What follows belongs to an exercise in optimizing a design on an open flow for small area and few clock cycles; a production flow would make more cautious choices.
In this exercise RTL edits were held to simulation tests only and were not proved equivalent to the original.
Power is estimated from default activity; no workload was simulated.

// akjtag_core
module akjtag_core (
    input  wire        clk,
    input  wire        rst,           
    input  wire        start,
    output wire        busy,
    output wire [2:0]  halt_cause,
    output reg  [7:0]  req_pos,
    output reg  [5:0]  resp_pos,
    output wire        req_rd,
    output wire [6:0]  req_addr,
    input  wire [31:0] req_rdata,
    output wire        resp_we,
    output wire [4:0]  resp_addr,
    output wire [31:0] resp_wdata,
    output reg         tck,
    output reg         tms,
    output reg         tdi,
    output wire        ntrst,
    input  wire        tdo
);
    localparam [31:0] FIRMWARE_VERSION = 32'h414B_0007;
    localparam [2:0] H_NONE     = 3'd0;
    localparam [2:0] H_END      = 3'd2;
    localparam [2:0] H_FAILURE  = 3'd3;
    localparam [2:0] H_REQ_OOB  = 3'd4;
    localparam [2:0] H_RESP_OOB = 3'd5;
    localparam [2:0] H_STATE_ID = 3'd6;
    localparam [2:0] H_LENGTH   = 3'd7;
    localparam [3:0] TLR = 4'd0;
    localparam [3:0] RTI = 4'd1;
    localparam [3:0] SDR = 4'd4;
    localparam [3:0] SIR = 4'd11;
    localparam [2:0] F_STOP  = 3'd0;    
    localparam [2:0] F_ISSUE = 3'd1;    
    localparam [2:0] F_OP    = 3'd2;    
    localparam [2:0] F_ARG   = 3'd3;    
    localparam [2:0] F_ARGG  = 3'd7;    
    localparam [2:0] F_LEN   = 3'd4;    
    localparam [2:0] F_END   = 3'd5;    
    localparam [2:0] F_PEND  = 3'd6;    
    localparam [2:0] B_IDLE  = 3'd0;
    localparam [2:0] B_MOVE  = 3'd1;    
    localparam [2:0] B_RST   = 3'd2;    
    localparam [2:0] B_RUNF  = 3'd3;    
    localparam [2:0] B_MVSH  = 3'd4;    
    localparam [2:0] B_SHIFT = 3'd5;    
    localparam [2:0] B_RUN   = 3'd6;    
    localparam [2:0] B_BRW   = 3'd7;    
    reg  [2:0]  fst;
    reg  [3:0]  flg;
    wire [2:0]  hc       = flg[2:0];
    reg  [3:0]  def_end;
    reg  [4:0]  ir_m1, dr_m1;  
    reg         ir_bad, dr_bad;
    reg  [2:0]  bst;
    reg  [3:0]  cur, endst;
    reg  [4:0]  len_m1;
    reg  [4:0]  cnt;
    reg  [31:0] sr;            
    assign busy       = (fst != F_STOP) || (bst != B_IDLE);
    assign halt_cause = busy ? 3'd1 : hc;
    assign ntrst      = 1'b1;
  ...
Size: about 93 flip-flops, roughly 100 I/O pins, roughly 0.0057 sq mm of cells after synthesis.
clock: 10.0 ns
lec_check: 0
abc_area: 1
cap_margin: 0
core_margin: 2
core_utilization: 55
cts_buf_list: sky130_fd_sc_hd__clkbuf_4 sky130_fd_sc_hd__clkbuf_8
gpl_timing_driven: 0
slew_margin: 0
standard.sh (not shown) runs the stock make flow with config.mk's settings and CLKGATE_MAP_FILE= SYNTH_SCRIPT=/design/flow/synth_recipe.tcl, a recipe that flattens the netlist after the stock synthesis.
==> flow/flow/run.sh <==
#!/bin/bash
# Layout: the standard flow (standard.sh) with these changes.
#  - Synthesis runs the same script (synth_recipe.tcl), but ABC maps the
#    combinational logic with an area-oriented script (flow/abc_area.script).
#    Flip-flops are mapped before ABC runs, so the registers are the standard
#    synthesis's (same names, count and cells).
#  - buffer_ports gives every input and output port a sky130_fd_sc_hd__buf_1.
#  - clock tree synthesis inserts no dummy loads.
# Each tool's full output is in orfs/logs/; make's output is in standard.log.
set -uo pipefail
HERE=$(pwd)
export MY_ABC_SCRIPT=$HERE/flow/abc_area.script
export FLOW_SYNTH_TCL=$HERE/synth_recipe.tcl
bash standard.sh finish SYNTH_SCRIPT=$HERE/flow/synth_area.tcl \
  "BUFFER_PORTS_ARGS=-buffer_cell sky130_fd_sc_hd__buf_1" \
  "CTS_ARGS=-sink_clustering_enable -repair_clock_nets -dont_use_dummy_load -buf_list {sky130_fd_sc_hd__clkbuf_4 sky130_fd_sc_hd__clkbuf_8} -sink_clustering_size 25" \
  > standard.log 2>&1
==> flow/flow/abc_area.script <==
strash
&get -n
&deepsyn -T 30
&dch -f
&nf -a -R 1000 -p
&put
topo
==> flow/flow/synth_area.tcl <==
# The standard flow's synthesis script (synth_recipe.tcl) with ABC's script for the
# combinational logic replaced by flow/abc_area.script.
proc abc {args} {
  set i [lsearch -exact $args -script]
  if {$i >= 0} {
    lset args [expr {$i + 1}] $::env(MY_ABC_SCRIPT)
  }
  yosys abc {*}$args
}
source $::env(FLOW_SYNTH_TCL)
Testbench counts at the start, summed over its fixed seeds: cycles 114,576.
Rerun with:
==> flow/flow/abc_area.script (replaced) <==
strash
&get -n
&deepsyn -T 30
&dch -f
&nf -a -R 1000 -p -F 20 -A 20
&put
topo
- GPL_TIMING_DRIVEN: 0 -> unset
What happened:
- wire length went down by 0.76%
- worst setup slack improves by 470 ps
- cell area fell by 1.9%
- combinational power is about the same
- fmax rose by 7.3%
- clock power decreases by about 2%
- via count rose by 0.53%
- global-route usage hardly moves
- die area barely changes
Rerun with:
==> flow/flow/abc_area.script (replaced) <==
strash
&get -n
&deepsyn -T 30
&dch -f
&nf -a -R 1000 -p
&put
topo
The changed run produced a clean layout.
Cell count hardly moves.
Total power hardly moves.
Final area stays flat.
Sequential power stays flat.
Sequential share of layout area is about the same.

==> static timing again, ports no longer ideal <==
No port has a modelled driver above. Below, the same layouts with a new extraction and two added sets of constraints.
Step 1: set_driving_cell puts a clkbuf_16 on clk and a buf_2 on each other input, an assumption about the parent block.
Step 2, shift: input delay + t, output delay - t, t = (earliest + latest rising clock arrival at the registers) / 2. This alone moves slack from input paths to output paths.
Slacks: no drivers / after step 1 / after step 2; pairs: no drivers / after step 1.
run | t, ns | slack for setup (ns) | worst hold slack (ns) | slew at the worst register clock pin (ns) | cell pins on the clock port's net
the first run | 0.400 | 3.144 / 3.121 / 3.121 | 0.456 / 0.456 / 0.456 | 0.09 / 0.09 | 1
the second run | 0.389 | 3.609 / 3.584 / 3.584 | 0.455 / 0.455 / 0.455 | 0.10 / 0.10 | 1
the third run | 0.389 | 3.488 / 3.468 / 3.468 | 0.460 / 0.460 / 0.460 | 0.10 / 0.10 | 1
After both steps every run listed still meets setup and hold. For the second run, which loses most, drivers alone change the setup slack by -0.025 ns; drivers and shift together by -0.025 ns.
